Context: an optimization exercise on an open-source flow, tuned for small area and a short achievable clock period. The choices shown serve that exercise and are no tape-out recipe.
The RTL was checked by simulation tests, not by an equivalence proof against the original design.
Power is estimated from default activity; no workload was simulated.

## flow/config.mk

```make
export PLATFORM = sky130hd
export DESIGN_NAME = chk4_accum
export DESIGN_NICKNAME = chk4_accum
export VERILOG_FILES = /design/flow/design.v
export SDC_FILE = /design/flow/constraint.sdc
export NUM_CORES = 4
export LEC_CHECK = 0
export CAP_MARGIN = 20
export CORE_MARGIN = 2
export CORE_UTILIZATION = 75
export CTS_BUF_LIST = sky130_fd_sc_hd__clkbuf_4 sky130_fd_sc_hd__clkbuf_8
export SLEW_MARGIN = 20
export SYNTH_HIERARCHICAL = 1
export SYNTH_MINIMUM_KEEP_SIZE = 0
```

## flow/constraint.sdc

```tcl
create_clock -name core_clock -period 28.0 [get_ports {clk}]
set_input_delay 5.6000 -clock core_clock [delete_from_list [all_inputs] [get_ports {clk}]]
set_output_delay 5.6000 -clock core_clock [all_outputs]
set_load 0.01 [all_outputs]
```

## flow/design.v

```verilog
module chk4_accum (
    input  wire        clk,
    input  wire        rst,         
    input  wire        init,        
    input  wire [2:0]  in_cnt,      
    input  wire [31:0] in_data,     
    output wire [31:0] chk_value,
    output wire [31:0] byte_count
);
    reg [18:0] ra;
    reg [19:0] rb;
    reg [15:0] ri;
    reg [31:0] bc;
    wire z  = rst | init;              
    wire nz = ~z;
    wire c4 = in_cnt[2] & ~rst;        
    wire c1 = in_cnt[0] & ~in_cnt[2] & ~rst;
    wire c2 = in_cnt[1] & ~in_cnt[2] & ~rst;
    wire h1 = c1 & ~c2;
    wire h2 = c2 & ~c1;
    wire h3 = c1 & c2;
    wire h4 = c4;
    wire h13 = c1;
    wire h23 = c2;
    wire h24 = h2 | h4;
    wire h34 = h3 | h4;
    wire e1 = h1 | h2 | h3 | h4;       
    wire e2 = h2 | h3 | h4;
    wire e3 = h3 | h4;
    wire e4 = h4;
    wire [2:0] k = {c4, c2, c1};
    wire g1 = h1 & nz;
    wire g2 = h2 & nz;
    wire g3 = h3 & nz;
    wire g4 = h4 & nz;
    wire g13 = h13 & nz;
    wire g23 = h23 & nz;
    wire g34 = h34 & nz;
    wire [3:0] ca = h4 ? (z ? 4'd10 : 4'd6) :
                    h3 ? (z ? 4'd6  : 4'd3) :
                    h2 ? (z ? 4'd3  : 4'd1) :
                    h1 ? (z ? 4'd1  : 4'd0) : 4'd0;
    wire [4:0] cb = h4 ? (z ? 5'd21 : 5'd10) :
                    h3 ? (z ? 5'd11 : 5'd4)  :
                    h2 ? (z ? 5'd5  : 5'd1)  :
                    h1 ? (z ? 5'd2  : 5'd0)  : (z ? 5'd1 : 5'd0);
    wire fa1, fa2;
    chk4_fa ufa1 (.a(ra[1]), .b(ra[16]), .c(ra[17]), .s(fa1), .co(fa2));
    wire fa3, fa4;
    chk4_fa ufa3 (.a(ra[2]), .b(ra[16]), .c(ra[17]), .s(fa3), .co(fa4));
    wire fa5, fa6;
    chk4_fa ufa5 (.a(ra[18]), .b(fa2), .c(fa3), .s(fa5), .co(fa6));
    wire fa7, fa8;
    chk4_fa ufa7 (.a(ra[3]), .b(ra[17]), .c(ra[18]), .s(fa7), .co(fa8));
    wire fa9, fa10;
    chk4_fa ufa9 (.a(fa4), .b(fa7), .c(fa6), .s(fa9), .co(fa10));
    wire fa11, fa12;
    chk4_fa ufa11 (.a(ra[4]), .b(ra[16]), .c(ra[18]), .s(fa11), .co(fa12));
    wire fa13, fa14;
    chk4_fa ufa13 (.a(fa8), .b(fa11), .c(fa10), .s(fa13), .co(fa14));
    wire fa15, fa16;
    chk4_fa ufa15 (.a(ra[5]), .b(ra[17]), .c(fa12), .s(fa15), .co(fa16));
    wire fa17, fa18;
    chk4_fa ufa17 (.a(ra[6]), .b(ra[18]), .c(fa16), .s(fa17), .co(fa18));
    wire fa19, fa20;
    chk4_ha ufa19 (.a(ra[0]), .b(ra[16]), .s(fa19), .co(fa20));
    wire fa21, fa22;
    chk4_ha ufa21 (.a(fa1), .b(fa20), .s(fa21), .co(fa22));
    wire fa23, fa24;
    chk4_ha ufa23 (.a(fa5), .b(fa22), .s(fa23), .co(fa24));
    wire fa25, fa26;
    chk4_ha ufa25 (.a(fa9), .b(fa24), .s(fa25), .co(fa26));
    wire fa27, fa28;
    chk4_ha ufa27 (.a(fa13), .b(fa26), .s(fa27), .co(fa28));
    wire fa29, fa30;
    chk4_fa ufa29 (.a(fa14), .b(fa15), .c(fa28), .s(fa29), .co(fa30));
    wire fa31, fa32;
    chk4_ha ufa31 (.a(fa17), .b(fa30), .s(fa31), .co(fa32));
    wire fa33, fa34;
    chk4_fa ufa33 (.a(ra[7]), .b(fa18), .c(fa32), .s(fa33), .co(fa34));
    wire fa35 = ~ra[8];
    wire fa36, fa37;
    chk4_ha ufa36 (.a(ra[9]), .b(ra[8]), .s(fa36), .co(fa37));
    wire fa38, fa39;
    chk4_ha ufa38 (.a(ra[10]), .b(fa37), .s(fa38), .co(fa39));
    wire fa40, fa41;
    chk4_ha ufa40 (.a(ra[11]), .b(fa39), .s(fa40), .co(fa41));
    wire fa42, fa43;
    chk4_ha ufa42 (.a(ra[12]), .b(fa41), .s(fa42), .co(fa43));
    wire fa44, fa45;
    chk4_ha ufa44 (.a(ra[13]), .b(fa43), .s(fa44), .co(fa45));
    wire fa46, fa47;
    chk4_ha ufa46 (.a(ra[14]), .b(fa45), .s(fa46), .co(fa47));
    wire fa48, fa49;
    chk4_ha ufa48 (.a(ra[15]), .b(fa47), .s(fa48), .co(fa49));
    wire fa50 = fa34 ? fa35 : ra[8];
    wire fa51 = fa34 ? fa36 : ra[9];
    wire fa52 = fa34 ? fa38 : ra[10];
    wire fa53 = fa34 ? fa40 : ra[11];
    wire fa54 = fa34 ? fa42 : ra[12];
    wire fa55 = fa34 ? fa44 : ra[13];
    wire fa56 = fa34 ? fa46 : ra[14];
    wire fa57 = fa34 ? fa48 : ra[15];
    wire fa58 = fa34 ? fa49 : 1'b0;
    wire [16:0] far = {fa58, fa57, fa56, fa55, fa54, fa53, fa52, fa51, fa50, fa33, fa31, fa29, fa27, fa25, fa23, fa21, fa19};
    wire fb1, fb2;
    chk4_fa ufb1 (.a(rb[1]), .b(rb[16]), .c(rb[17]), .s(fb1), .co(fb2));
    wire fb3, fb4;
    chk4_fa ufb3 (.a(rb[2]), .b(rb[16]), .c(rb[17]), .s(fb3), .co(fb4));
    wire fb5, fb6;
    chk4_fa ufb5 (.a(rb[18]), .b(fb2), .c(fb3), .s(fb5), .co(fb6));
    wire fb7, fb8;
    chk4_fa ufb7 (.a(rb[3]), .b(rb[17]), .c(rb[18]), .s(fb7), .co(fb8));
    wire fb9, fb10;
    chk4_fa ufb9 (.a(rb[19]), .b(fb4), .c(fb7), .s(fb9), .co(fb10));
    wire fb11, fb12;
    chk4_fa ufb11 (.a(rb[4]), .b(rb[16]), .c(rb[18]), .s(fb11), .co(fb12));
    wire fb13, fb14;
    chk4_fa ufb13 (.a(rb[19]), .b(fb8), .c(fb11), .s(fb13), .co(fb14));
    wire fb15, fb16;
    chk4_fa ufb15 (.a(rb[5]), .b(rb[17]), .c(rb[19]), .s(fb15), .co(fb16));
    wire fb17, fb18;
    chk4_fa ufb17 (.a(fb12), .b(fb15), .c(fb14), .s(fb17), .co(fb18));
    wire fb19, fb20;
    chk4_fa ufb19 (.a(rb[6]), .b(rb[18]), .c(fb16), .s(fb19), .co(fb20));
    wire fb21, fb22;
    chk4_fa ufb21 (.a(rb[7]), .b(rb[19]), .c(fb20), .s(fb21), .co(fb22));
    wire fb23, fb24;
    chk4_ha ufb23 (.a(rb[0]), .b(rb[16]), .s(fb23), .co(fb24));
    wire fb25, fb26;
    chk4_ha ufb25 (.a(fb1), .b(fb24), .s(fb25), .co(fb26));
    wire fb27, fb28;
    chk4_ha ufb27 (.a(fb5), .b(fb26), .s(fb27), .co(fb28));
    wire fb29, fb30;
    chk4_fa ufb29 (.a(fb6), .b(fb9), .c(fb28), .s(fb29), .co(fb30));
    wire fb31, fb32;
    chk4_fa ufb31 (.a(fb10), .b(fb13), .c(fb30), .s(fb31), .co(fb32));
    wire fb33, fb34;
    chk4_ha ufb33 (.a(fb17), .b(fb32), .s(fb33), .co(fb34));
    wire fb35, fb36;
    chk4_fa ufb35 (.a(fb18), .b(fb19), .c(fb34), .s(fb35), .co(fb36));
    wire fb37, fb38;
    chk4_ha ufb37 (.a(fb21), .b(fb36), .s(fb37), .co(fb38));
    wire fb39, fb40;
    chk4_ha ufb39 (.a(rb[8]), .b(fb22), .s(fb39), .co(fb40));
    wire fb41, fb42;
    chk4_ha ufb41 (.a(rb[9]), .b(fb40), .s(fb41), .co(fb42));
    wire fb43, fb44;
    chk4_ha ufb43 (.a(rb[10]), .b(fb42), .s(fb43), .co(fb44));
    wire fb45, fb46;
    chk4_ha ufb45 (.a(rb[11]), .b(fb44), .s(fb45), .co(fb46));
    wire fb47, fb48;
    chk4_ha ufb47 (.a(rb[12]), .b(fb46), .s(fb47), .co(fb48));
    wire fb49, fb50;
    chk4_ha ufb49 (.a(rb[13]), .b(fb48), .s(fb49), .co(fb50));
    wire fb51, fb52;
    chk4_ha ufb51 (.a(rb[14]), .b(fb50), .s(fb51), .co(fb52));
    wire fb53, fb54;
    chk4_ha ufb53 (.a(rb[15]), .b(fb52), .s(fb53), .co(fb54));
    wire fb55 = ~(rb[8] ^ fb22);
    wire fb56 = rb[8] | fb22;
    wire fb57, fb58;
    chk4_ha ufb57 (.a(rb[9]), .b(fb56), .s(fb57), .co(fb58));
    wire fb59, fb60;
    chk4_ha ufb59 (.a(rb[10]), .b(fb58), .s(fb59), .co(fb60));
    wire fb61, fb62;
    chk4_ha ufb61 (.a(rb[11]), .b(fb60), .s(fb61), .co(fb62));
    wire fb63, fb64;
    chk4_ha ufb63 (.a(rb[12]), .b(fb62), .s(fb63), .co(fb64));
    wire fb65, fb66;
    chk4_ha ufb65 (.a(rb[13]), .b(fb64), .s(fb65), .co(fb66));
    wire fb67, fb68;
    chk4_ha ufb67 (.a(rb[14]), .b(fb66), .s(fb67), .co(fb68));
    wire fb69, fb70;
    chk4_ha ufb69 (.a(rb[15]), .b(fb68), .s(fb69), .co(fb70));
    wire fb71 = fb38 ? fb55 : fb39;
    wire fb72 = fb38 ? fb57 : fb41;
    wire fb73 = fb38 ? fb59 : fb43;
    wire fb74 = fb38 ? fb61 : fb45;
    wire fb75 = fb38 ? fb63 : fb47;
    wire fb76 = fb38 ? fb65 : fb49;
    wire fb77 = fb38 ? fb67 : fb51;
    wire fb78 = fb38 ? fb69 : fb53;
    wire fb79 = fb38 ? fb70 : fb54;
    wire [16:0] fbr = {fb79, fb78, fb77, fb76, fb75, fb74, fb73, fb72, fb71, fb37, fb35, fb33, fb31, fb29, fb27, fb25, fb23};
    wire xa1, xa2;
    chk4_ha uxa1 (.a((nz & far[0])), .b((g13 & ri[0])), .s(xa1), .co(xa2));
    wire xa3, xa4;
    chk4_fa uxa3 (.a((nz & far[1])), .b(((g23 & ri[0]))), .c((g13 & ri[1])), .s(xa3), .co(xa4));
    wire xa5, xa6;
    chk4_ha uxa5 (.a(ca[1]), .b((e1 & in_data[1])), .s(xa5), .co(xa6));
    wire xa7, xa8;
    chk4_fa uxa7 (.a((nz & far[2])), .b(((g23 & ri[1]) | (g4 & ri[0]))), .c((g13 & ri[2])), .s(xa7), .co(xa8));
    wire xa9, xa10;
    chk4_fa uxa9 (.a(ca[2]), .b((e1 & in_data[2])), .c((e2 & in_data[10])), .s(xa9), .co(xa10));
    wire xa11, xa12;
    chk4_fa uxa11 (.a((nz & far[3])), .b(((g23 & ri[2]) | (g4 & ri[1]))), .c((g13 & ri[3])), .s(xa11), .co(xa12));
    wire xa13, xa14;
    chk4_fa uxa13 (.a(ca[3]), .b((e1 & in_data[3])), .c((e2 & in_data[11])), .s(xa13), .co(xa14));
    wire xa15, xa16;
    chk4_fa uxa15 (.a((nz & far[4])), .b(((g23 & ri[3]) | (g4 & ri[2]))), .c((g13 & ri[4])), .s(xa15), .co(xa16));
    wire xa17, xa18;
    chk4_ha uxa17 (.a((e1 & in_data[4])), .b((e2 & in_data[12])), .s(xa17), .co(xa18));
    wire xa19, xa20;
    chk4_fa uxa19 (.a((nz & far[5])), .b(((g23 & ri[4]) | (g4 & ri[3]))), .c((g13 & ri[5])), .s(xa19), .co(xa20));
    wire xa21, xa22;
    chk4_ha uxa21 (.a((e1 & in_data[5])), .b((e2 & in_data[13])), .s(xa21), .co(xa22));
    wire xa23, xa24;
    chk4_fa uxa23 (.a((nz & far[6])), .b(((g23 & ri[5]) | (g4 & ri[4]))), .c((g13 & ri[6])), .s(xa23), .co(xa24));
    wire xa25, xa26;
    chk4_ha uxa25 (.a((e1 & in_data[6])), .b((e2 & in_data[14])), .s(xa25), .co(xa26));
    wire xa27, xa28;
    chk4_fa uxa27 (.a((nz & far[7])), .b(((g23 & ri[6]) | (g4 & ri[5]))), .c((g13 & ri[7])), .s(xa27), .co(xa28));
    wire xa29, xa30;
    chk4_ha uxa29 (.a((e1 & in_data[7])), .b((e2 & in_data[15])), .s(xa29), .co(xa30));
    wire xa31, xa32;
    chk4_fa uxa31 (.a(ca[0]), .b((e1 & in_data[0])), .c((e2 & in_data[8])), .s(xa31), .co(xa32));
    wire xa33, xa34;
    chk4_fa uxa33 (.a((e2 & in_data[9])), .b((e3 & in_data[17])), .c((e4 & in_data[25])), .s(xa33), .co(xa34));
    wire xa35, xa36;
    chk4_ha uxa35 (.a(xa2), .b(xa5), .s(xa35), .co(xa36));
    wire xa37, xa38;
    chk4_fa uxa37 (.a((e3 & in_data[18])), .b((e4 & in_data[26])), .c(xa6), .s(xa37), .co(xa38));
    wire xa39, xa40;
    chk4_fa uxa39 (.a(xa4), .b(xa7), .c(xa9), .s(xa39), .co(xa40));
    wire xa41, xa42;
    chk4_fa uxa41 (.a((e3 & in_data[19])), .b((e4 & in_data[27])), .c(xa8), .s(xa41), .co(xa42));
    wire xa43, xa44;
    chk4_fa uxa43 (.a(xa10), .b(xa11), .c(xa13), .s(xa43), .co(xa44));
    wire xa45, xa46;
    chk4_fa uxa45 (.a((e3 & in_data[20])), .b((e4 & in_data[28])), .c(xa17), .s(xa45), .co(xa46));
    wire xa47, xa48;
    chk4_fa uxa47 (.a(xa12), .b(xa14), .c(xa15), .s(xa47), .co(xa48));
    wire xa49, xa50;
    chk4_fa uxa49 (.a((e3 & in_data[21])), .b((e4 & in_data[29])), .c(xa18), .s(xa49), .co(xa50));
    wire xa51, xa52;
    chk4_fa uxa51 (.a(xa21), .b(xa16), .c(xa19), .s(xa51), .co(xa52));
    wire xa53, xa54;
    chk4_fa uxa53 (.a((e3 & in_data[22])), .b((e4 & in_data[30])), .c(xa22), .s(xa53), .co(xa54));
    wire xa55, xa56;
    chk4_fa uxa55 (.a(xa25), .b(xa20), .c(xa23), .s(xa55), .co(xa56));
    wire xa57, xa58;
    chk4_fa uxa57 (.a((e3 & in_data[23])), .b((e4 & in_data[31])), .c(xa26), .s(xa57), .co(xa58));
    wire xa59, xa60;
    chk4_fa uxa59 (.a(xa29), .b(xa24), .c(xa27), .s(xa59), .co(xa60));
    wire xa61, xa62;
    chk4_fa uxa61 (.a((nz & far[8])), .b(((g23 & ri[7]) | (g4 & ri[6]))), .c((g13 & ri[8])), .s(xa61), .co(xa62));
    wire xa63, xa64;
    chk4_ha uxa63 (.a(xa30), .b(xa28), .s(xa63), .co(xa64));
    wire xa65, xa66;
    chk4_ha uxa65 (.a((nz & far[9])), .b(((g23 & ri[8]) | (g4 & ri[7]))), .s(xa65), .co(xa66));
    wire xa67, xa68;
    chk4_ha uxa67 (.a((e3 & in_data[16])), .b((e4 & in_data[24])), .s(xa67), .co(xa68));
    wire xa69, xa70;
    chk4_fa uxa69 (.a(xa32), .b(xa33), .c(xa3), .s(xa69), .co(xa70));
    wire xa71, xa72;
    chk4_fa uxa71 (.a(xa34), .b(xa36), .c(xa37), .s(xa71), .co(xa72));
    wire xa73, xa74;
    chk4_fa uxa73 (.a(xa38), .b(xa40), .c(xa41), .s(xa73), .co(xa74));
    wire xa75, xa76;
    chk4_fa uxa75 (.a(xa45), .b(xa42), .c(xa44), .s(xa75), .co(xa76));
    wire xa77, xa78;
    chk4_fa uxa77 (.a(xa46), .b(xa49), .c(xa48), .s(xa77), .co(xa78));
    wire xa79, xa80;
    chk4_fa uxa79 (.a(xa50), .b(xa53), .c(xa52), .s(xa79), .co(xa80));
    wire xa81, xa82;
    chk4_fa uxa81 (.a(xa54), .b(xa57), .c(xa56), .s(xa81), .co(xa82));
    wire xa83, xa84;
    chk4_fa uxa83 (.a(xa61), .b(xa58), .c(xa63), .s(xa83), .co(xa84));
    wire xa85, xa86;
    chk4_fa uxa85 (.a((g13 & ri[9])), .b(xa65), .c(xa62), .s(xa85), .co(xa86));
    wire xa87, xa88;
    chk4_fa uxa87 (.a((nz & far[10])), .b(((g23 & ri[9]) | (g4 & ri[8]))), .c((g13 & ri[10])), .s(xa87), .co(xa88));
    wire xa89, xa90;
    chk4_ha uxa89 (.a((nz & far[11])), .b(((g23 & ri[10]) | (g4 & ri[9]))), .s(xa89), .co(xa90));
    wire xa91, xa92;
    chk4_ha uxa91 (.a((nz & far[12])), .b(((g23 & ri[11]) | (g4 & ri[10]))), .s(xa91), .co(xa92));
    wire xa93, xa94;
    chk4_ha uxa93 (.a((nz & far[13])), .b(((g23 & ri[12]) | (g4 & ri[11]))), .s(xa93), .co(xa94));
    wire xa95, xa96;
    chk4_ha uxa95 (.a((nz & far[14])), .b(((g23 & ri[13]) | (g4 & ri[12]))), .s(xa95), .co(xa96));
    wire xa97, xa98;
    chk4_ha uxa97 (.a((nz & far[15])), .b(((g23 & ri[14]) | (g4 & ri[13]))), .s(xa97), .co(xa98));
    wire xa99, xa100;
    chk4_ha uxa99 (.a(xa67), .b(xa1), .s(xa99), .co(xa100));
    wire xa101, xa102;
    chk4_fa uxa101 (.a(xa68), .b(xa35), .c(xa69), .s(xa101), .co(xa102));
    wire xa103, xa104;
    chk4_fa uxa103 (.a(xa70), .b(xa39), .c(xa71), .s(xa103), .co(xa104));
    wire xa105, xa106;
    chk4_fa uxa105 (.a(xa43), .b(xa72), .c(xa73), .s(xa105), .co(xa106));
    wire xa107, xa108;
    chk4_fa uxa107 (.a(xa47), .b(xa74), .c(xa75), .s(xa107), .co(xa108));
    wire xa109, xa110;
    chk4_fa uxa109 (.a(xa51), .b(xa76), .c(xa77), .s(xa109), .co(xa110));
    wire xa111, xa112;
    chk4_fa uxa111 (.a(xa55), .b(xa78), .c(xa79), .s(xa111), .co(xa112));
    wire xa113, xa114;
    chk4_fa uxa113 (.a(xa59), .b(xa80), .c(xa81), .s(xa113), .co(xa114));
    wire xa115, xa116;
    chk4_fa uxa115 (.a(xa60), .b(xa83), .c(xa82), .s(xa115), .co(xa116));
    wire xa117, xa118;
    chk4_fa uxa117 (.a(xa64), .b(xa85), .c(xa84), .s(xa117), .co(xa118));
    wire xa119, xa120;
    chk4_fa uxa119 (.a(xa66), .b(xa87), .c(xa86), .s(xa119), .co(xa120));
    wire xa121, xa122;
    chk4_fa uxa121 (.a((g13 & ri[11])), .b(xa89), .c(xa88), .s(xa121), .co(xa122));
    wire xa123, xa124;
    chk4_fa uxa123 (.a((g13 & ri[12])), .b(xa90), .c(xa91), .s(xa123), .co(xa124));
    wire xa125, xa126;
    chk4_fa uxa125 (.a((g13 & ri[13])), .b(xa92), .c(xa93), .s(xa125), .co(xa126));
    wire xa127, xa128;
    chk4_fa uxa127 (.a((g13 & ri[14])), .b(xa94), .c(xa95), .s(xa127), .co(xa128));
    wire xa129, xa130;
    chk4_fa uxa129 (.a((g13 & ri[15])), .b(xa96), .c(xa97), .s(xa129), .co(xa130));
    wire xa131, xa132;
    chk4_fa uxa131 (.a((nz & far[16])), .b(((g23 & ri[15]) | (g4 & ri[14]))), .c(xa98), .s(xa131), .co(xa132));
    wire xa133, xa134;
    chk4_ha uxa133 (.a(xa99), .b(xa31), .s(xa133), .co(xa134));
    wire xa135, xa136;
    chk4_fa uxa135 (.a(xa100), .b(xa101), .c(xa134), .s(xa135), .co(xa136));
    wire xa137, xa138;
    chk4_fa uxa137 (.a(xa102), .b(xa103), .c(xa136), .s(xa137), .co(xa138));
    wire xa139, xa140;
    chk4_fa uxa139 (.a(xa104), .b(xa105), .c(xa138), .s(xa139), .co(xa140));
    wire xa141, xa142;
    chk4_fa uxa141 (.a(xa106), .b(xa107), .c(xa140), .s(xa141), .co(xa142));
    wire xa143, xa144;
    chk4_fa uxa143 (.a(xa108), .b(xa109), .c(xa142), .s(xa143), .co(xa144));
    wire xa145, xa146;
    chk4_fa uxa145 (.a(xa110), .b(xa111), .c(xa144), .s(xa145), .co(xa146));
    wire xa147, xa148;
    chk4_fa uxa147 (.a(xa112), .b(xa113), .c(xa146), .s(xa147), .co(xa148));
    wire xa149, xa150;
    chk4_ha uxa149 (.a(xa114), .b(xa115), .s(xa149), .co(xa150));
    wire xa151, xa152;
    chk4_fa uxa151 (.a(xa116), .b(xa117), .c(xa150), .s(xa151), .co(xa152));
    wire xa153, xa154;
    chk4_fa uxa153 (.a(xa118), .b(xa119), .c(xa152), .s(xa153), .co(xa154));
    wire xa155, xa156;
    chk4_fa uxa155 (.a(xa120), .b(xa121), .c(xa154), .s(xa155), .co(xa156));
    wire xa157, xa158;
    chk4_fa uxa157 (.a(xa122), .b(xa123), .c(xa156), .s(xa157), .co(xa158));
    wire xa159, xa160;
    chk4_fa uxa159 (.a(xa124), .b(xa125), .c(xa158), .s(xa159), .co(xa160));
    wire xa161 = ~(xa114 ^ xa115);
    wire xa162 = xa114 | xa115;
    wire xa163, xa164;
    chk4_fa uxa163 (.a(xa116), .b(xa117), .c(xa162), .s(xa163), .co(xa164));
    wire xa165, xa166;
    chk4_fa uxa165 (.a(xa118), .b(xa119), .c(xa164), .s(xa165), .co(xa166));
    wire xa167, xa168;
    chk4_fa uxa167 (.a(xa120), .b(xa121), .c(xa166), .s(xa167), .co(xa168));
    wire xa169, xa170;
    chk4_fa uxa169 (.a(xa122), .b(xa123), .c(xa168), .s(xa169), .co(xa170));
    wire xa171, xa172;
    chk4_fa uxa171 (.a(xa124), .b(xa125), .c(xa170), .s(xa171), .co(xa172));
    wire xa173 = xa148 ? xa161 : xa149;
    wire xa174 = xa148 ? xa163 : xa151;
    wire xa175 = xa148 ? xa165 : xa153;
    wire xa176 = xa148 ? xa167 : xa155;
    wire xa177 = xa148 ? xa169 : xa157;
    wire xa178 = xa148 ? xa171 : xa159;
    wire xa179 = xa160 | (xa148 & xa172);
    wire xa180, xa181;
    chk4_ha uxa180 (.a(xa126), .b(xa127), .s(xa180), .co(xa181));
    wire xa182, xa183;
    chk4_fa uxa182 (.a(xa128), .b(xa129), .c(xa181), .s(xa182), .co(xa183));
    wire xa184, xa185;
    chk4_fa uxa184 (.a(xa130), .b(xa131), .c(xa183), .s(xa184), .co(xa185));
    wire xa186, xa187;
    chk4_fa uxa186 (.a(xa132), .b(((g4 & ri[15]))), .c(xa185), .s(xa186), .co(xa187));
    wire xa188 = ~(xa126 ^ xa127);
    wire xa189 = xa126 | xa127;
    wire xa190, xa191;
    chk4_fa uxa190 (.a(xa128), .b(xa129), .c(xa189), .s(xa190), .co(xa191));
    wire xa192, xa193;
    chk4_fa uxa192 (.a(xa130), .b(xa131), .c(xa191), .s(xa192), .co(xa193));
    wire xa194, xa195;
    chk4_fa uxa194 (.a(xa132), .b(((g4 & ri[15]))), .c(xa193), .s(xa194), .co(xa195));
    wire xa196 = xa179 ? xa188 : xa180;
    wire xa197 = xa179 ? xa190 : xa182;
    wire xa198 = xa179 ? xa192 : xa184;
    wire xa199 = xa179 ? xa194 : xa186;
    wire xa200 = xa179 ? xa195 : xa187;
    wire [18:0] sa = {xa200, xa199, xa198, xa197, xa196, xa178, xa177, xa176, xa175, xa174, xa173, xa147, xa145, xa143, xa141, xa139, xa137, xa135, xa133};
    wire xb1, xb2;
    chk4_ha uxb1 (.a((nz & fbr[0])), .b((g13 & far[0])), .s(xb1), .co(xb2));
    wire xb3, xb4;
    chk4_fa uxb3 (.a((nz & fbr[1])), .b(((g23 & far[0]))), .c((g13 & far[1])), .s(xb3), .co(xb4));
    wire xb5, xb6;
    chk4_ha uxb5 (.a(((g1 & ri[1]) | (g2 & ri[0]))), .b(((g2 & ri[1]) | (g34 & ri[0]))), .s(xb5), .co(xb6));
    wire xb7, xb8;
    chk4_fa uxb7 (.a((nz & fbr[2])), .b(((g23 & far[1]) | (g4 & far[0]))), .c((g13 & far[2])), .s(xb7), .co(xb8));
    wire xb9, xb10;
    chk4_fa uxb9 (.a(((g1 & ri[2]) | (g2 & ri[1]) | (g3 & ri[0]))), .b(((g2 & ri[2]) | (g34 & ri[1]))), .c(cb[2]), .s(xb9), .co(xb10));
    wire xb11, xb12;
    chk4_fa uxb11 (.a((nz & fbr[3])), .b(((g23 & far[2]) | (g4 & far[1]))), .c((g13 & far[3])), .s(xb11), .co(xb12));
    wire xb13, xb14;
    chk4_fa uxb13 (.a(((g1 & ri[3]) | (g2 & ri[2]) | (g3 & ri[1]) | (g4 & ri[0]))), .b(((g2 & ri[3]) | (g34 & ri[2]))), .c(cb[3]), .s(xb13), .co(xb14));
    wire xb15, xb16;
    chk4_fa uxb15 (.a((nz & fbr[4])), .b(((g23 & far[3]) | (g4 & far[2]))), .c((g13 & far[4])), .s(xb15), .co(xb16));
    wire xb17, xb18;
    chk4_fa uxb17 (.a(((g1 & ri[4]) | (g2 & ri[3]) | (g3 & ri[2]) | (g4 & ri[1]))), .b(((g2 & ri[4]) | (g34 & ri[3]))), .c(cb[4]), .s(xb17), .co(xb18));
    wire xb19, xb20;
    chk4_fa uxb19 (.a((nz & fbr[5])), .b(((g23 & far[4]) | (g4 & far[3]))), .c((g13 & far[5])), .s(xb19), .co(xb20));
    wire xb21, xb22;
    chk4_ha uxb21 (.a(((g1 & ri[5]) | (g2 & ri[4]) | (g3 & ri[3]) | (g4 & ri[2]))), .b(((g2 & ri[5]) | (g34 & ri[4]))), .s(xb21), .co(xb22));
    wire xb23, xb24;
    chk4_fa uxb23 (.a((nz & fbr[6])), .b(((g23 & far[5]) | (g4 & far[4]))), .c((g13 & far[6])), .s(xb23), .co(xb24));
    wire xb25, xb26;
    chk4_ha uxb25 (.a(((g1 & ri[6]) | (g2 & ri[5]) | (g3 & ri[4]) | (g4 & ri[3]))), .b(((g2 & ri[6]) | (g34 & ri[5]))), .s(xb25), .co(xb26));
    wire xb27, xb28;
    chk4_fa uxb27 (.a((nz & fbr[7])), .b(((g23 & far[6]) | (g4 & far[5]))), .c((g13 & far[7])), .s(xb27), .co(xb28));
    wire xb29, xb30;
    chk4_ha uxb29 (.a(((g1 & ri[7]) | (g2 & ri[6]) | (g3 & ri[5]) | (g4 & ri[4]))), .b(((g2 & ri[7]) | (g34 & ri[6]))), .s(xb29), .co(xb30));
    wire xb31, xb32;
    chk4_ha uxb31 (.a((nz & fbr[8])), .b(((g23 & far[7]) | (g4 & far[6]))), .s(xb31), .co(xb32));
    wire xb33, xb34;
    chk4_fa uxb33 (.a(((g1 & ri[0]))), .b(((g2 & ri[0]))), .c(cb[0]), .s(xb33), .co(xb34));
    wire xb35, xb36;
    chk4_ha uxb35 (.a(((h1 & in_data[0]))), .b(((h2 & in_data[8]))), .s(xb35), .co(xb36));
    wire xb37, xb38;
    chk4_fa uxb37 (.a(cb[1]), .b(((h1 & in_data[1]) | (h23 & in_data[0]))), .c(((h2 & in_data[9]) | (h34 & in_data[8]))), .s(xb37), .co(xb38));
    wire xb39, xb40;
    chk4_fa uxb39 (.a(((h3 & in_data[1]) | (h4 & in_data[9]))), .b(((h3 & in_data[17]) | (h4 & in_data[16]))), .c((h4 & in_data[25])), .s(xb39), .co(xb40));
    wire xb41, xb42;
    chk4_ha uxb41 (.a(xb2), .b(xb5), .s(xb41), .co(xb42));
    wire xb43, xb44;
    chk4_fa uxb43 (.a(((h1 & in_data[2]) | (h23 & in_data[1]) | (h4 & in_data[0]))), .b(((h2 & in_data[10]) | (h34 & in_data[9]))), .c(((h3 & in_data[2]) | (h4 & in_data[10]))), .s(xb43), .co(xb44));
    wire xb45, xb46;
    chk4_fa uxb45 (.a(((h3 & in_data[18]) | (h4 & in_data[17]))), .b((h4 & in_data[26])), .c(xb6), .s(xb45), .co(xb46));
    wire xb47, xb48;
    chk4_fa uxb47 (.a(xb4), .b(xb7), .c(xb9), .s(xb47), .co(xb48));
    wire xb49, xb50;
    chk4_fa uxb49 (.a(((h1 & in_data[3]) | (h23 & in_data[2]) | (h4 & in_data[1]))), .b(((h2 & in_data[11]) | (h34 & in_data[10]))), .c(((h3 & in_data[3]) | (h4 & in_data[11]))), .s(xb49), .co(xb50));
    wire xb51, xb52;
    chk4_fa uxb51 (.a(((h3 & in_data[19]) | (h4 & in_data[18]))), .b((h4 & in_data[27])), .c(xb8), .s(xb51), .co(xb52));
    wire xb53, xb54;
    chk4_fa uxb53 (.a(xb10), .b(xb11), .c(xb13), .s(xb53), .co(xb54));
    wire xb55, xb56;
    chk4_fa uxb55 (.a(((h1 & in_data[4]) | (h23 & in_data[3]) | (h4 & in_data[2]))), .b(((h2 & in_data[12]) | (h34 & in_data[11]))), .c(((h3 & in_data[4]) | (h4 & in_data[12]))), .s(xb55), .co(xb56));
    wire xb57, xb58;
    chk4_fa uxb57 (.a(((h3 & in_data[20]) | (h4 & in_data[19]))), .b((h4 & in_data[28])), .c(xb12), .s(xb57), .co(xb58));
    wire xb59, xb60;
    chk4_fa uxb59 (.a(xb14), .b(xb15), .c(xb17), .s(xb59), .co(xb60));
    wire xb61, xb62;
    chk4_fa uxb61 (.a(((h1 & in_data[5]) | (h23 & in_data[4]) | (h4 & in_data[3]))), .b(((h2 & in_data[13]) | (h34 & in_data[12]))), .c(((h3 & in_data[5]) | (h4 & in_data[13]))), .s(xb61), .co(xb62));
    wire xb63, xb64;
    chk4_fa uxb63 (.a(((h3 & in_data[21]) | (h4 & in_data[20]))), .b((h4 & in_data[29])), .c(xb21), .s(xb63), .co(xb64));
    wire xb65, xb66;
    chk4_fa uxb65 (.a(xb16), .b(xb18), .c(xb19), .s(xb65), .co(xb66));
    wire xb67, xb68;
    chk4_fa uxb67 (.a(((h1 & in_data[6]) | (h23 & in_data[5]) | (h4 & in_data[4]))), .b(((h2 & in_data[14]) | (h34 & in_data[13]))), .c(((h3 & in_data[6]) | (h4 & in_data[14]))), .s(xb67), .co(xb68));
    wire xb69, xb70;
    chk4_fa uxb69 (.a(((h3 & in_data[22]) | (h4 & in_data[21]))), .b((h4 & in_data[30])), .c(xb22), .s(xb69), .co(xb70));
    wire xb71, xb72;
    chk4_fa uxb71 (.a(xb25), .b(xb20), .c(xb23), .s(xb71), .co(xb72));
    wire xb73, xb74;
    chk4_fa uxb73 (.a(((h1 & in_data[7]) | (h23 & in_data[6]) | (h4 & in_data[5]))), .b(((h2 & in_data[15]) | (h34 & in_data[14]))), .c(((h3 & in_data[7]) | (h4 & in_data[15]))), .s(xb73), .co(xb74));
    wire xb75, xb76;
    chk4_fa uxb75 (.a(((h3 & in_data[23]) | (h4 & in_data[22]))), .b((h4 & in_data[31])), .c(xb26), .s(xb75), .co(xb76));
    wire xb77, xb78;
    chk4_fa uxb77 (.a(xb29), .b(xb24), .c(xb27), .s(xb77), .co(xb78));
    wire xb79, xb80;
    chk4_fa uxb79 (.a((g13 & far[8])), .b(((g1 & ri[8]) | (g2 & ri[7]) | (g3 & ri[6]) | (g4 & ri[5]))), .c(((g2 & ri[8]) | (g34 & ri[7]))), .s(xb79), .co(xb80));
    wire xb81, xb82;
    chk4_fa uxb81 (.a(((h23 & in_data[7]) | (h4 & in_data[6]))), .b(((h34 & in_data[15]))), .c(((h4 & in_data[23]))), .s(xb81), .co(xb82));
    wire xb83, xb84;
    chk4_fa uxb83 (.a(xb30), .b(xb31), .c(xb28), .s(xb83), .co(xb84));
    wire xb85, xb86;
    chk4_fa uxb85 (.a((nz & fbr[9])), .b(((g23 & far[8]) | (g4 & far[7]))), .c((g13 & far[9])), .s(xb85), .co(xb86));
    wire xb87, xb88;
    chk4_fa uxb87 (.a(((g1 & ri[9]) | (g2 & ri[8]) | (g3 & ri[7]) | (g4 & ri[6]))), .b(((g2 & ri[9]) | (g34 & ri[8]))), .c(((h4 & in_data[7]))), .s(xb87), .co(xb88));
    wire xb89, xb90;
    chk4_ha uxb89 (.a((nz & fbr[10])), .b(((g23 & far[9]) | (g4 & far[8]))), .s(xb89), .co(xb90));
    wire xb91, xb92;
    chk4_fa uxb91 (.a(((h3 & in_data[0]) | (h4 & in_data[8]))), .b(((h3 & in_data[16]))), .c((h4 & in_data[24])), .s(xb91), .co(xb92));
    wire xb93, xb94;
    chk4_fa uxb93 (.a(xb36), .b(xb34), .c(xb37), .s(xb93), .co(xb94));
    wire xb95, xb96;
    chk4_ha uxb95 (.a(xb39), .b(xb3), .s(xb95), .co(xb96));
    wire xb97, xb98;
    chk4_fa uxb97 (.a(xb38), .b(xb40), .c(xb43), .s(xb97), .co(xb98));
    wire xb99, xb100;
    chk4_fa uxb99 (.a(xb42), .b(xb45), .c(xb47), .s(xb99), .co(xb100));
    wire xb101, xb102;
    chk4_fa uxb101 (.a(xb44), .b(xb49), .c(xb46), .s(xb101), .co(xb102));
    wire xb103, xb104;
    chk4_fa uxb103 (.a(xb48), .b(xb51), .c(xb53), .s(xb103), .co(xb104));
    wire xb105, xb106;
    chk4_fa uxb105 (.a(xb50), .b(xb55), .c(xb52), .s(xb105), .co(xb106));
    wire xb107, xb108;
    chk4_fa uxb107 (.a(xb54), .b(xb57), .c(xb59), .s(xb107), .co(xb108));
    wire xb109, xb110;
    chk4_fa uxb109 (.a(xb56), .b(xb61), .c(xb63), .s(xb109), .co(xb110));
    wire xb111, xb112;
    chk4_fa uxb111 (.a(xb58), .b(xb60), .c(xb65), .s(xb111), .co(xb112));
    wire xb113, xb114;
    chk4_fa uxb113 (.a(xb62), .b(xb67), .c(xb64), .s(xb113), .co(xb114));
    wire xb115, xb116;
    chk4_fa uxb115 (.a(xb69), .b(xb66), .c(xb71), .s(xb115), .co(xb116));
    wire xb117, xb118;
    chk4_fa uxb117 (.a(xb68), .b(xb73), .c(xb70), .s(xb117), .co(xb118));
    wire xb119, xb120;
    chk4_fa uxb119 (.a(xb75), .b(xb72), .c(xb77), .s(xb119), .co(xb120));
    wire xb121, xb122;
    chk4_fa uxb121 (.a(xb74), .b(xb79), .c(xb81), .s(xb121), .co(xb122));
    wire xb123, xb124;
    chk4_fa uxb123 (.a(xb76), .b(xb78), .c(xb83), .s(xb123), .co(xb124));
    wire xb125, xb126;
    chk4_fa uxb125 (.a(xb32), .b(xb80), .c(xb82), .s(xb125), .co(xb126));
    wire xb127, xb128;
    chk4_fa uxb127 (.a(xb85), .b(xb87), .c(xb84), .s(xb127), .co(xb128));
    wire xb129, xb130;
    chk4_fa uxb129 (.a((g13 & far[10])), .b(((g1 & ri[10]) | (g2 & ri[9]) | (g3 & ri[8]) | (g4 & ri[7]))), .c(((g2 & ri[10]) | (g34 & ri[9]))), .s(xb129), .co(xb130));
    wire xb131, xb132;
    chk4_fa uxb131 (.a(xb89), .b(xb86), .c(xb88), .s(xb131), .co(xb132));
    wire xb133, xb134;
    chk4_fa uxb133 (.a((nz & fbr[11])), .b(((g23 & far[10]) | (g4 & far[9]))), .c((g13 & far[11])), .s(xb133), .co(xb134));
    wire xb135, xb136;
    chk4_fa uxb135 (.a(((g1 & ri[11]) | (g2 & ri[10]) | (g3 & ri[9]) | (g4 & ri[8]))), .b(((g2 & ri[11]) | (g34 & ri[10]))), .c(xb90), .s(xb135), .co(xb136));
    wire xb137, xb138;
    chk4_fa uxb137 (.a((nz & fbr[12])), .b(((g23 & far[11]) | (g4 & far[10]))), .c((g13 & far[12])), .s(xb137), .co(xb138));
    wire xb139, xb140;
    chk4_ha uxb139 (.a(((g1 & ri[12]) | (g2 & ri[11]) | (g3 & ri[10]) | (g4 & ri[9]))), .b(((g2 & ri[12]) | (g34 & ri[11]))), .s(xb139), .co(xb140));
    wire xb141, xb142;
    chk4_fa uxb141 (.a((nz & fbr[13])), .b(((g23 & far[12]) | (g4 & far[11]))), .c((g13 & far[13])), .s(xb141), .co(xb142));
    wire xb143, xb144;
    chk4_ha uxb143 (.a(((g1 & ri[13]) | (g2 & ri[12]) | (g3 & ri[11]) | (g4 & ri[10]))), .b(((g2 & ri[13]) | (g34 & ri[12]))), .s(xb143), .co(xb144));
    wire xb145, xb146;
    chk4_fa uxb145 (.a((nz & fbr[14])), .b(((g23 & far[13]) | (g4 & far[12]))), .c((g13 & far[14])), .s(xb145), .co(xb146));
    wire xb147, xb148;
    chk4_ha uxb147 (.a(((g1 & ri[14]) | (g2 & ri[13]) | (g3 & ri[12]) | (g4 & ri[11]))), .b(((g2 & ri[14]) | (g34 & ri[13]))), .s(xb147), .co(xb148));
    wire xb149, xb150;
    chk4_fa uxb149 (.a((nz & fbr[15])), .b(((g23 & far[14]) | (g4 & far[13]))), .c((g13 & far[15])), .s(xb149), .co(xb150));
    wire xb151, xb152;
    chk4_ha uxb151 (.a(((g1 & ri[15]) | (g2 & ri[14]) | (g3 & ri[13]) | (g4 & ri[12]))), .b(((g2 & ri[15]) | (g34 & ri[14]))), .s(xb151), .co(xb152));
    wire xb153, xb154;
    chk4_fa uxb153 (.a((nz & fbr[16])), .b(((g23 & far[15]) | (g4 & far[14]))), .c((g13 & far[16])), .s(xb153), .co(xb154));
    wire xb155, xb156;
    chk4_ha uxb155 (.a(((g2 & ri[15]) | (g3 & ri[14]) | (g4 & ri[13]))), .b(((g34 & ri[15]))), .s(xb155), .co(xb156));
    wire xb157, xb158;
    chk4_ha uxb157 (.a(xb35), .b(xb1), .s(xb157), .co(xb158));
    wire xb159, xb160;
    chk4_fa uxb159 (.a(xb92), .b(xb41), .c(xb95), .s(xb159), .co(xb160));
    wire xb161, xb162;
    chk4_fa uxb161 (.a(xb96), .b(xb94), .c(xb97), .s(xb161), .co(xb162));
    wire xb163, xb164;
    chk4_fa uxb163 (.a(xb98), .b(xb101), .c(xb100), .s(xb163), .co(xb164));
    wire xb165, xb166;
    chk4_fa uxb165 (.a(xb102), .b(xb105), .c(xb104), .s(xb165), .co(xb166));
    wire xb167, xb168;
    chk4_fa uxb167 (.a(xb109), .b(xb106), .c(xb108), .s(xb167), .co(xb168));
    wire xb169, xb170;
    chk4_fa uxb169 (.a(xb110), .b(xb113), .c(xb112), .s(xb169), .co(xb170));
    wire xb171, xb172;
    chk4_fa uxb171 (.a(xb114), .b(xb117), .c(xb116), .s(xb171), .co(xb172));
    wire xb173, xb174;
    chk4_fa uxb173 (.a(xb121), .b(xb118), .c(xb120), .s(xb173), .co(xb174));
    wire xb175, xb176;
    chk4_fa uxb175 (.a(xb122), .b(xb125), .c(xb124), .s(xb175), .co(xb176));
    wire xb177, xb178;
    chk4_fa uxb177 (.a(xb129), .b(xb126), .c(xb131), .s(xb177), .co(xb178));
    wire xb179, xb180;
    chk4_fa uxb179 (.a(xb130), .b(xb133), .c(xb135), .s(xb179), .co(xb180));
    wire xb181, xb182;
    chk4_fa uxb181 (.a(xb139), .b(xb134), .c(xb137), .s(xb181), .co(xb182));
    wire xb183, xb184;
    chk4_fa uxb183 (.a(xb140), .b(xb143), .c(xb138), .s(xb183), .co(xb184));
    wire xb185, xb186;
    chk4_fa uxb185 (.a(xb144), .b(xb147), .c(xb142), .s(xb185), .co(xb186));
    wire xb187, xb188;
    chk4_fa uxb187 (.a(xb148), .b(xb151), .c(xb146), .s(xb187), .co(xb188));
    wire xb189, xb190;
    chk4_fa uxb189 (.a(xb152), .b(xb155), .c(xb150), .s(xb189), .co(xb190));
    wire xb191, xb192;
    chk4_fa uxb191 (.a(((g23 & far[16]) | (g4 & far[15]))), .b(((g3 & ri[15]) | (g4 & ri[14]))), .c(xb156), .s(xb191), .co(xb192));
    wire xb193, xb194;
    chk4_ha uxb193 (.a(xb91), .b(xb33), .s(xb193), .co(xb194));
    wire xb195, xb196;
    chk4_fa uxb195 (.a(xb158), .b(xb93), .c(xb159), .s(xb195), .co(xb196));
    wire xb197, xb198;
    chk4_fa uxb197 (.a(xb160), .b(xb161), .c(xb99), .s(xb197), .co(xb198));
    wire xb199, xb200;
    chk4_fa uxb199 (.a(xb162), .b(xb103), .c(xb163), .s(xb199), .co(xb200));
    wire xb201, xb202;
    chk4_fa uxb201 (.a(xb107), .b(xb164), .c(xb165), .s(xb201), .co(xb202));
    wire xb203, xb204;
    chk4_fa uxb203 (.a(xb111), .b(xb166), .c(xb167), .s(xb203), .co(xb204));
    wire xb205, xb206;
    chk4_fa uxb205 (.a(xb115), .b(xb168), .c(xb169), .s(xb205), .co(xb206));
    wire xb207, xb208;
    chk4_fa uxb207 (.a(xb119), .b(xb170), .c(xb171), .s(xb207), .co(xb208));
    wire xb209, xb210;
    chk4_fa uxb209 (.a(xb123), .b(xb172), .c(xb173), .s(xb209), .co(xb210));
    wire xb211, xb212;
    chk4_fa uxb211 (.a(xb127), .b(xb174), .c(xb175), .s(xb211), .co(xb212));
    wire xb213, xb214;
    chk4_fa uxb213 (.a(xb128), .b(xb177), .c(xb176), .s(xb213), .co(xb214));
    wire xb215, xb216;
    chk4_fa uxb215 (.a(xb132), .b(xb179), .c(xb178), .s(xb215), .co(xb216));
    wire xb217, xb218;
    chk4_fa uxb217 (.a(xb136), .b(xb181), .c(xb180), .s(xb217), .co(xb218));
    wire xb219, xb220;
    chk4_fa uxb219 (.a(xb141), .b(xb182), .c(xb183), .s(xb219), .co(xb220));
    wire xb221, xb222;
    chk4_fa uxb221 (.a(xb145), .b(xb184), .c(xb185), .s(xb221), .co(xb222));
    wire xb223, xb224;
    chk4_fa uxb223 (.a(xb149), .b(xb186), .c(xb187), .s(xb223), .co(xb224));
    wire xb225, xb226;
    chk4_fa uxb225 (.a(xb153), .b(xb188), .c(xb189), .s(xb225), .co(xb226));
    wire xb227, xb228;
    chk4_fa uxb227 (.a(xb154), .b(xb191), .c(xb190), .s(xb227), .co(xb228));
    wire xb229, xb230;
    chk4_fa uxb229 (.a(((g4 & far[16]))), .b(((g4 & ri[15]))), .c(xb192), .s(xb229), .co(xb230));
    wire xb231, xb232;
    chk4_ha uxb231 (.a(xb193), .b(xb157), .s(xb231), .co(xb232));
    wire xb233, xb234;
    chk4_fa uxb233 (.a(xb194), .b(xb195), .c(xb232), .s(xb233), .co(xb234));
    wire xb235, xb236;
    chk4_fa uxb235 (.a(xb196), .b(xb197), .c(xb234), .s(xb235), .co(xb236));
    wire xb237, xb238;
    chk4_fa uxb237 (.a(xb198), .b(xb199), .c(xb236), .s(xb237), .co(xb238));
    wire xb239, xb240;
    chk4_fa uxb239 (.a(xb200), .b(xb201), .c(xb238), .s(xb239), .co(xb240));
    wire xb241, xb242;
    chk4_fa uxb241 (.a(xb202), .b(xb203), .c(xb240), .s(xb241), .co(xb242));
    wire xb243, xb244;
    chk4_fa uxb243 (.a(xb204), .b(xb205), .c(xb242), .s(xb243), .co(xb244));
    wire xb245, xb246;
    chk4_fa uxb245 (.a(xb206), .b(xb207), .c(xb244), .s(xb245), .co(xb246));
    wire xb247, xb248;
    chk4_ha uxb247 (.a(xb208), .b(xb209), .s(xb247), .co(xb248));
    wire xb249, xb250;
    chk4_fa uxb249 (.a(xb210), .b(xb211), .c(xb248), .s(xb249), .co(xb250));
    wire xb251, xb252;
    chk4_fa uxb251 (.a(xb212), .b(xb213), .c(xb250), .s(xb251), .co(xb252));
    wire xb253, xb254;
    chk4_fa uxb253 (.a(xb214), .b(xb215), .c(xb252), .s(xb253), .co(xb254));
    wire xb255, xb256;
    chk4_fa uxb255 (.a(xb216), .b(xb217), .c(xb254), .s(xb255), .co(xb256));
    wire xb257, xb258;
    chk4_fa uxb257 (.a(xb218), .b(xb219), .c(xb256), .s(xb257), .co(xb258));
    wire xb259 = ~(xb208 ^ xb209);
    wire xb260 = xb208 | xb209;
    wire xb261, xb262;
    chk4_fa uxb261 (.a(xb210), .b(xb211), .c(xb260), .s(xb261), .co(xb262));
    wire xb263, xb264;
    chk4_fa uxb263 (.a(xb212), .b(xb213), .c(xb262), .s(xb263), .co(xb264));
    wire xb265, xb266;
    chk4_fa uxb265 (.a(xb214), .b(xb215), .c(xb264), .s(xb265), .co(xb266));
    wire xb267, xb268;
    chk4_fa uxb267 (.a(xb216), .b(xb217), .c(xb266), .s(xb267), .co(xb268));
    wire xb269, xb270;
    chk4_fa uxb269 (.a(xb218), .b(xb219), .c(xb268), .s(xb269), .co(xb270));
    wire xb271 = xb246 ? xb259 : xb247;
    wire xb272 = xb246 ? xb261 : xb249;
    wire xb273 = xb246 ? xb263 : xb251;
    wire xb274 = xb246 ? xb265 : xb253;
    wire xb275 = xb246 ? xb267 : xb255;
    wire xb276 = xb246 ? xb269 : xb257;
    wire xb277 = xb258 | (xb246 & xb270);
    wire xb278, xb279;
    chk4_ha uxb278 (.a(xb220), .b(xb221), .s(xb278), .co(xb279));
    wire xb280, xb281;
    chk4_fa uxb280 (.a(xb222), .b(xb223), .c(xb279), .s(xb280), .co(xb281));
    wire xb282, xb283;
    chk4_fa uxb282 (.a(xb224), .b(xb225), .c(xb281), .s(xb282), .co(xb283));
    wire xb284, xb285;
    chk4_fa uxb284 (.a(xb226), .b(xb227), .c(xb283), .s(xb284), .co(xb285));
    wire xb286, xb287;
    chk4_fa uxb286 (.a(xb228), .b(xb229), .c(xb285), .s(xb286), .co(xb287));
    wire xb288, xb289;
    chk4_ha uxb288 (.a(xb230), .b(xb287), .s(xb288), .co(xb289));
    wire xb290 = ~(xb220 ^ xb221);
    wire xb291 = xb220 | xb221;
    wire xb292, xb293;
    chk4_fa uxb292 (.a(xb222), .b(xb223), .c(xb291), .s(xb292), .co(xb293));
    wire xb294, xb295;
    chk4_fa uxb294 (.a(xb224), .b(xb225), .c(xb293), .s(xb294), .co(xb295));
    wire xb296, xb297;
    chk4_fa uxb296 (.a(xb226), .b(xb227), .c(xb295), .s(xb296), .co(xb297));
    wire xb298, xb299;
    chk4_fa uxb298 (.a(xb228), .b(xb229), .c(xb297), .s(xb298), .co(xb299));
    wire xb300, xb301;
    chk4_ha uxb300 (.a(xb230), .b(xb299), .s(xb300), .co(xb301));
    wire xb302 = xb277 ? xb290 : xb278;
    wire xb303 = xb277 ? xb292 : xb280;
    wire xb304 = xb277 ? xb294 : xb282;
    wire xb305 = xb277 ? xb296 : xb284;
    wire xb306 = xb277 ? xb298 : xb286;
    wire xb307 = xb277 ? xb300 : xb288;
    wire [19:0] sb = {xb307, xb306, xb305, xb304, xb303, xb302, xb276, xb275, xb274, xb273, xb272, xb271, xb245, xb243, xb241, xb239, xb237, xb235, xb233, xb231};
    wire [3:0]  lo = {1'b0, bc[2:0] & {3{nz}}} + {1'b0, k};
    wire [31:0] cc;                    
    wire [31:0] cs;                    
    wire p0 = &bc[10:3];
    wire p1 = &bc[18:11];
    wire p2 = &bc[26:19];
    assign cc[3]  = lo[3];
    assign cc[11] = lo[3] & p0;
    assign cc[19] = lo[3] & p0 & p1;
    assign cc[27] = lo[3] & p0 & p1 & p2;
    genvar j;
    generate
        for (j = 3; j < 32; j = j + 1) begin : inc
            wire co;
            chk4_ha u (.a(bc[j]), .b(cc[j]), .s(cs[j]), .co(co));
            if (j != 10 && j != 18 && j != 26 && j != 31) begin : rip
                assign cc[j + 1] = co;
            end
        end
    endgenerate
    assign cc[2:0] = 3'd0;
    assign cs[2:0] = lo[2:0];
    wire [31:0] nbc = {cs[31:3] & {29{nz}}, lo[2:0]};
    wire [3:0]  ilo = {1'b0, ri[2:1] & {2{nz}}, ri[0] | z} + {1'b0, k};
    wire [16:3] ic;                    
    wire [15:3] is;
    assign ic[3] = ilo[3];
    generate
        for (j = 3; j < 16; j = j + 1) begin : iinc
            chk4_ha u (.a(ri[j]), .b(ic[j]), .s(is[j]), .co(ic[j + 1]));
        end
    endgenerate
    wire        iw = ic[16];           
    wire [4:0]  iwl = {3'd0, ilo[1:0]} + 5'd23;
    wire [15:0] ni = iw ? {11'd0, iwl} : {is[15:3] & {13{nz}}, ilo[2:0]};
    wire ga = far[16] | ((&far[15:5]) & (far[4:0] >= 5'd9));
    wire gb = fbr[16] | ((&fbr[15:5]) & (fbr[4:0] >= 5'd9));
    wire [10:0] ta = {1'b0, far[9:0]} + 11'd23;
    wire [10:0] tb = {1'b0, fbr[9:0]} + 11'd23;
    wire [15:0] oa = ga ? {6'd0, ta[9:0]} : far[15:0];
    wire [15:0] ob = gb ? {6'd0, tb[9:0]} : fbr[15:0];
    assign chk_value  = {oa, ob};
    assign byte_count = bc;
    always @(posedge clk) begin
        ra <= sa;
        rb <= sb;
        ri <= ni;
        bc <= nbc;
    end
endmodule
module chk4_fa (input wire a, input wire b, input wire c, output wire s, output wire co);
    assign s  = a ^ b ^ c;
    assign co = (a & b) | (a & c) | (b & c);
endmodule
module chk4_ha (input wire a, input wire b, output wire s, output wire co);
    assign s  = a ^ b;
    assign co = a & b;
endmodule
```

## flow/flow/run.sh

```bash
#!/bin/bash
# The standard layout (standard.sh, all steps) with two changes:
# - the standard port buffering (buffer_ports, every input and output port
#   gets a buffer) uses the plain buffer sky130_fd_sc_hd__buf_1 instead of the
#   default delay buffer; timing repair may resize it;
# - timing repair is asked to leave a setup margin (the clock period and the
#   constraints are unchanged).
set -euo pipefail
here=$(pwd)
export BUFFER_PORTS_ARGS="-buffer_cell sky130_fd_sc_hd__buf_1"
export SETUP_SLACK_MARGIN=16.5
bash standard.sh > "$here/standard.log" 2>&1
```

## flow/standard.sh

```bash
#!/bin/bash
# synth_recipe.tcl (not shown) runs the flow's synth.tcl, then flattens the netlist and writes it again
# the make line also repeats each setting of config.mk as NAME=value (left out here)
make -C /OpenROAD-flow-scripts/flow DESIGN_CONFIG=/design/flow/config.mk WORK_HOME=/design/flow/orfs CLKGATE_MAP_FILE= SYNTH_SCRIPT=/design/flow/synth_recipe.tcl "${@:-finish}"
```

==> impl_metrics.ini, run 1 <==
[die]
chipHeight_um = 128
die_width_um = 128
initial_core_util_pct = 76.3
dieArea_um2 = 16400
core_um2 = 15100
io_pins = 102
rows = 45

[synth]
synth_edf_count = 0
async_flop_share_pct = 0
netlist_instances = 1043
synthDistinctLibCells = 54
ys_warn_count = 7
syn_avg_cell_area_um2 = 11.1
synth_flop_cell = dfxtp_1
syn-num-nets = 1436
ys_seq_area_share_pct = 15.1
ys_seq_elements = 87
syn_area_um2 = 11500

[pwr]
pwr_density_cell_nw_per_um2 = 44.9
leakagePower_nw = 6.34
vdd_drop_max_mv = 0.0625

[timing]
max-slew-margin-rel_pct = 51.9
period_share_pct = 40.7
max_clock_freq_mhz = 87.7
setup_viol = 0
finalSetupTns_ps = 0
period_needed_ps = 11400
worstMarginPinSlew_ps = 701
rsz0062_at_grt = yes
finalHoldViolations = 0
fin_skew_ps = 16.8
slew_viol_final = 0

[placement]
gp_congestion = 1.04
dp_hpwl_mm = 23.1
port_buffers = 101
dp.cells = 1273

[worst_setup_path]
cp_data_arrival_time_ps = 11690
endpoint_kind = register
crit_required_ps = 28290
cp-start-kind = primary input
crit_type = primary input to register
worst-r2r-cell-count = 24
crit_fanout = 18

[detailed_routing]
drc = 0
wl_per_cell_um = 22.2
wl_mm = 29.1
vias = 8404
dr.first_iter.drc_count = 929
final_antenna_net_count = 0
first_pass_iters = 9
routed_via_density = 6.42

[clock_tree]
cts_root_buffer = clkbuf_8
clkSlewWorstSetupHoldPaths_ps = 100
clock_latency_ps = 390
numClockSinks = 87
cts_tree = done
h-tree-depth = 3
cts_buffer_depth = 2
cts_buffers = 9

[layout]
drive_above_1_share_pct = 10.8
fillers = 912
area_growth_pct = 8.25
final_cell_count_no_fill = 1309
antenna-diode-count = 0
final_nets = 1510
regArea_um2 = 1740
multi_input_area_um2 = 9620

[global_routing]
grt_util_all_layers_pct = 36.7
grt_pass1_wl_mm = 44.8
antenna_found_initial = 0
grt_pass1_vias = 8333
grt_max_degree = 50
grt.overflow.total = 0

[run]
max_cap_viol_count = 0

[hold_path]
hold_path_class = register to register
whs_path_depth = 2

[status]
status = complete, no violations
power by group:
part           internal [mW]  switching, mW  total [mW]
combinational          0.138          0.184       0.321
clock                 0.0324         0.0512      0.0836
sequential             0.144         0.0124       0.156
total                  0.314          0.247       0.561
what timing repair did:
action                                  in CTS  in global routing
endpoints found under the setup margin      29                 19
resized for setup                           20                 23
cloned                                       2                  1
pin swaps                                    6                  8
hold buffers                                 0                  0
setup buffers                               11                  7
path summary, 6_finish.rpt:
check | from | endpoint | slack [ps]
worst min register to register | bc[0] | bc[0] | 580
worst max-delay path | in_cnt[1] | ra[17] | 16600
worst max register to register | ra[16] | rb[19] | 19050
worst min-delay path | bc[0] | bc[0] | 580
critical path: stages:
cell     delay, ps
buf_2          300
a21oi_2        160
nor2_4         370
and2_1         230
fa_1           510
fa_1           560
fa_1           440
fa_1           420
fa_1           400
fa_1           410
fa_1           390
fa_1           390
fa_1           390
fa_2           470
a21oi_4        280
mux2_2         360
cell usage in the layout (no fill, tap or decap), drive strengths merged, types with 14 or more instances in the layout:
master,count
xnor2,16
mux2i,14
inv,41
a21oi,17
nor2,75
ha,133
and2,121
a22oi,25
mux2,20
buf,122
nand2,40
a22o,61
o21ai,16
dfxtp,87
fa,222
per-module statistics from Yosys (local to each module, per instance):
module | area (µm²) | flops+latches | copies in the design | cells
chk4_accum | 5670 | 87 | 1 | 706
chk4_ha | 12.5 | 0 | 116 | 1
chk4_fa | 20.0 | 0 | 221 | 1
layout make-up:
cell class | count | area share [%]
Clock buffer | 9 | 0.991
Clock inverter | 6 | 0.370
Inverter | 39 | 1.19
Multi-Input combinational cell | 857 | 77.0
Sequential cell | 87 | 13.9
Tap cell | 188 | 1.88
Timing Repair Buffer | 123 | 4.66
sequential cells by signal, summed over array words and instances (netlist names):
signal	count
ra	19
bc	32
ri	16
rb	20
synth_stat cells (all sizes together) (2+ instances only):
cell,n,area [µm²]
nor2,72,273
nand2b,9,56.3
and4,2,17.5
fa,222,4440
a22o,61,534
a21o,7,52.6
and2,121,757
a222oi,7,70.1
or3,6,37.5
buf,21,109
o21ai,16,91.3
nor2b,9,56.3
clkbuf,42,158
mux2,20,225
nor3,5,30.0
xor2,4,35.0
dfxtp,87,1740
nand4,8,50.1
nand3,9,45.0
mux2i,14,140
a22oi,25,188
a21oi,17,85.1
nand2,40,153
nand3b,3,22.5
inv,38,143
xnor2,16,155
or2,3,18.8
ha,133,1660
o22ai,9,56.3
nor3b,2,20.0
per-layer routing:
metal | part of all wire [%] | vias to the layer above | track usage (%)
met5 | 0 | - | 0
met4 | 3.4 | 0 | 10.5
met3 | 9.7 | 78 | 11.1
met2 | 46 | 431 | 57.1
met1 | 41 | 4208 | 50.7
li1 | - | 3687 | -
stage by stage:
step	hold slack (ps)	area [µm²]	setup WS [ps]	util, %	power, mW
after floorplan	547	11700	16500	-	0.381
after global placement	555	12100	15580	79.6	0.457
after detailed placement	563	12100	15470	79.6	0.465
after CTS	587	12400	16520	81.7	0.555
after global routing	609	12500	16460	82.6	0.604
final	580	12500	16600	82.6	0.561
cells by family after synthesis:
family	after synthesis	share of synthesized area [%]
adders and majority gates	355	52.9
and+or+nand+nor	292	13.5
AOI/OAI and AO/OA	153	10.2
buffers and inverters	102	3.57
DFF	87	15.1
muxes	34	3.16
xor gates and xnor gates	20	1.65
==> inputs of run 2 (changes only) <==
--- a/flow/config.mk
+++ b/flow/config.mk
@@ -9,3 +9,3 @@
 export CORE_MARGIN = 2
-export CORE_UTILIZATION = 75
+export CORE_UTILIZATION = 65
 export CTS_BUF_LIST = sky130_fd_sc_hd__clkbuf_4 sky130_fd_sc_hd__clkbuf_8
@@ -14 +14,2 @@
 export SYNTH_MINIMUM_KEEP_SIZE = 0
+export TNS_END_PERCENT = 0
==> impl_metrics.ini, run 2 <==
[clock_tree]
cts_root_buffer = clkbuf_8
clkSlewWorstSetupHoldPaths_ps = 90
clock_latency_ps = 400
numClockSinks = 87
hold_buffers = 0
cts_buffers = 9
cts_buffer_depth = 2
h-tree-depth = 3
cts_tree = done

[worst_setup_path]
crit_fanout = 11
crit_type = primary input to register
cp_data_arrival_time_ps = 11710
critical-path-max-stage-delay_ps = 480
cp_slowest_cell = fa_1
path_cells = clkbuf_4 -> nand2b_4 -> nor3_4 -> buf_4 -> a222oi_1 -> nand2_1 -> fa_1 -> fa_2 -> fa_1 -> fa_1 -> fa_2 -> inv_1 -> ha_1 -> inv_1 -> fa_1 -> fa_1 -> fa_2 -> fa_2 -> fa_2 -> a21oi_4 -> mux2_2
crit_required_ps = 28280
endpoint_kind = register
cp-start-kind = primary input

[synth]
synthTopCellsByCount = 222 x fa_1, 133 x ha_1, 120 x and2_1
syn-num-nets = 1436
synthAdderAreaFrac_pct = 52.9
synthTopCellsByArea = fa_1 38%, dfxtp_1 15%, ha_1 14%
ys_seq_area_share_pct = 15.1
synth_top_family_by_area = adder cells
synthSimpleGateAreaFrac_pct = 13.5
ys_warn_count = 7
yosysMostFrequentCell = fa_1
synth_edf_count = 0
netlist.area_leader.share_pct = 38.5
synth_compound_gate_area_share_pct = 10.2
syn_area_um2 = 11500
synthDistinctLibCells = 54
synth_xor_area_share_pct = 1.65
ys_seq_elements = 87
muxShareOfSynthArea_pct = 3.16
synth_flop_cell = dfxtp_1
syn_avg_cell_area_um2 = 11.1
yosys.area.top_type = fa_1
async_flop_share_pct = 0
netlist_instances = 1043

[die]
die_width_um = 137
initial_core_util_pct = 66.5
core_um2 = 17400
rows = 48
dieArea_um2 = 18900
chipHeight_um = 137
io_pins = 102

[timing]
period_needed_ps = 11440
fin_skew_ps = 18.9
max-slew-margin-rel_pct = 50.6
period_share_pct = 40.9
max_clock_freq_mhz = 87.4
slew_viol_final = 0
worstMarginPinSlew_ps = 721
finalSetupTns_ps = 0
setup_viol = 0
finalHoldViolations = 0
rsz0062_at_grt = yes

[layout]
reg_top3 = bc (32), rb (20), ra (19)
fillers = 1302
layout_common_cells = 203 x fa_1, 133 x ha_1, 120 x and2_1
final_cell_count_no_fill = 1349
final_nets = 1512
area_growth_pct = 8.95
antenna-diode-count = 0
layout_commonest_cell = fa_1
fin_util_pct = 72.5
largest-register = bc
drive_above_1_share_pct = 10.8
largest_reg_flops = 32

[detailed_routing]
vias = 8262
drc = 0
wl_mm = 29.1
routed_via_density = 6.12
wl_per_cell_um = 21.6
dr.first_iter.drc_count = 655
final_antenna_net_count = 0
first_pass_iters = 6

[placement]
dp.cells = 1310
gp_congestion = 0.960
port_buffers = 101
dp_hpwl_mm = 23.4

[pwr]
leakagePower_nw = 6.36
vdd_drop_max_mv = 0.0558
p_total_mw = 0.571
pwr_density_cell_nw_per_um2 = 45.4

[global_routing]
grt_util_all_layers_pct = 32.1
top_usage_layer = met2
grt_max_degree = 50
grt.overflow.total = 0
grt_use_met1_pct = 46.5
grt_pass1_vias = 8150
met2_usage_pct = 50.9
grt_util_met3_pct = 5.85
antenna_found_initial = 1
grt_pass1_wl_mm = 44.7

[run]
max_cap_viol_count = 0

[hold_path]
hold_path_class = register to register

[status]
status = complete, no violations
run 2: logic make-up (layout without fill, tap and decap cells):
group	Yosys count	in the layout
multiplexers	34	34
buffers and inverters	102	179
AO/OA/AOI/OAI	153	154
AND/OR/NAND/NOR	292	295
flip-flops	87	87
adder cells (fa/ha/maj)	355	355
XOR/XNOR	20	20
run 2: what timing repair did:
item / CTS / global route
cloned: 2 / 2
setup endpoints to repair: 29 / 30
pin swaps: 6 / 8
resized for setup: 17 / 26
setup buffers: 12 / 7
run 2: layer usage:
metal | routed length [µm] | vias up | share of wire, %
li1 | - | 3702 | -
met1 | 12800 | 4197 | 44
met2 | 13600 | 322 | 47
met3 | 2110 | 41 | 7.2
met4 | 585 | 0 | 2.0
met5 | 0 | - | 0
run 2: path summary, 6_finish.rpt:
path / slack (ps) / endpoint / cells past startpoint / from
setup reg to reg: 18910 / rb[17] / 22 / rb[17]
hold / removal: 590 / bc[31] / 2 / bc[31]
hold reg to reg: 590 / bc[31] / 2 / bc[31]
setup / recovery: 16560 / rb[17] / 21 / in_cnt[0]
run 2: power by group:
part | internal, mW | switching (mW) | total, mW
Combinational | 0.137 | 0.182 | 0.319
Clock | 0.0432 | 0.0529 | 0.0960
Sequential | 0.144 | 0.0127 | 0.157
Total | 0.324 | 0.247 | 0.571
run 2: layout make-up:
class,count,area (µm²),area share [%]
multi-input combinational,858,9620,76.4
sequential,87,1740,13.9
timing repair buffer,124,579,4.60
tap,225,282,2.24
inverter,39,148,1.17
clock buffer,9,124,0.984
clock inverter,7,90.1,0.716
run 2: critical path, delay by kind of cell:
kind,cells,cell delay [ps]
AOI/OAI and AO/OA,2,670
and+or+nand+nor,3,420
muxes,1,370
buffers and inverters,4,510
adders and majority gates,11,4120
run 2: through the flow:
stage	setup slack, ps	cell area [µm²]	hold WS (ps)
after floorplan	16470	11700	547
after global placement	15540	12100	559
after detailed placement	15450	12100	571
after CTS	16300	12500	594
after global routing	16500	12600	624
final	16560	12600	586
run 2: Yosys stat by module (local to each module, per instance):
module / cells / area (µm²) / times used / flops+latches
chk4_accum: 706 / 5670 / 1 / 87
chk4_ha: 1 / 12.5 / 116 / 0
chk4_fa: 1 / 20.0 / 221 / 0

==> re-timing with driven ports <==
The flow's constraints put no driver on any port. The routed layouts listed below were extracted and timed again, unchanged, in two steps. Step 1: set_driving_cell puts a clkbuf_16 on clk and a buf_2 on each other input, an assumption about the parent block. Step 2, shift: input delay + t, output delay - t, t = (earliest + latest rising clock arrival at the registers) / 2. This alone moves slack from input paths to output paths. Three values: ideal, step 1, step 2; two values: the first two.
run | shift t [ns] | setup WS [ns] | latest minus earliest clock arrival (ns) | pins driven straight from the clock port
run 1 | 0.424 | 16.603 / 16.589 / 16.164 | 0.017 / 0.017 | 1
run 2 | 0.427 | 16.560 / 16.530 / 16.103 | 0.020 / 0.020 | 1
After both steps setup and hold are still met in every run listed. The setup slack of run 2, which loses most, moves by -0.030 ns with the drivers and by -0.457 ns with both steps.
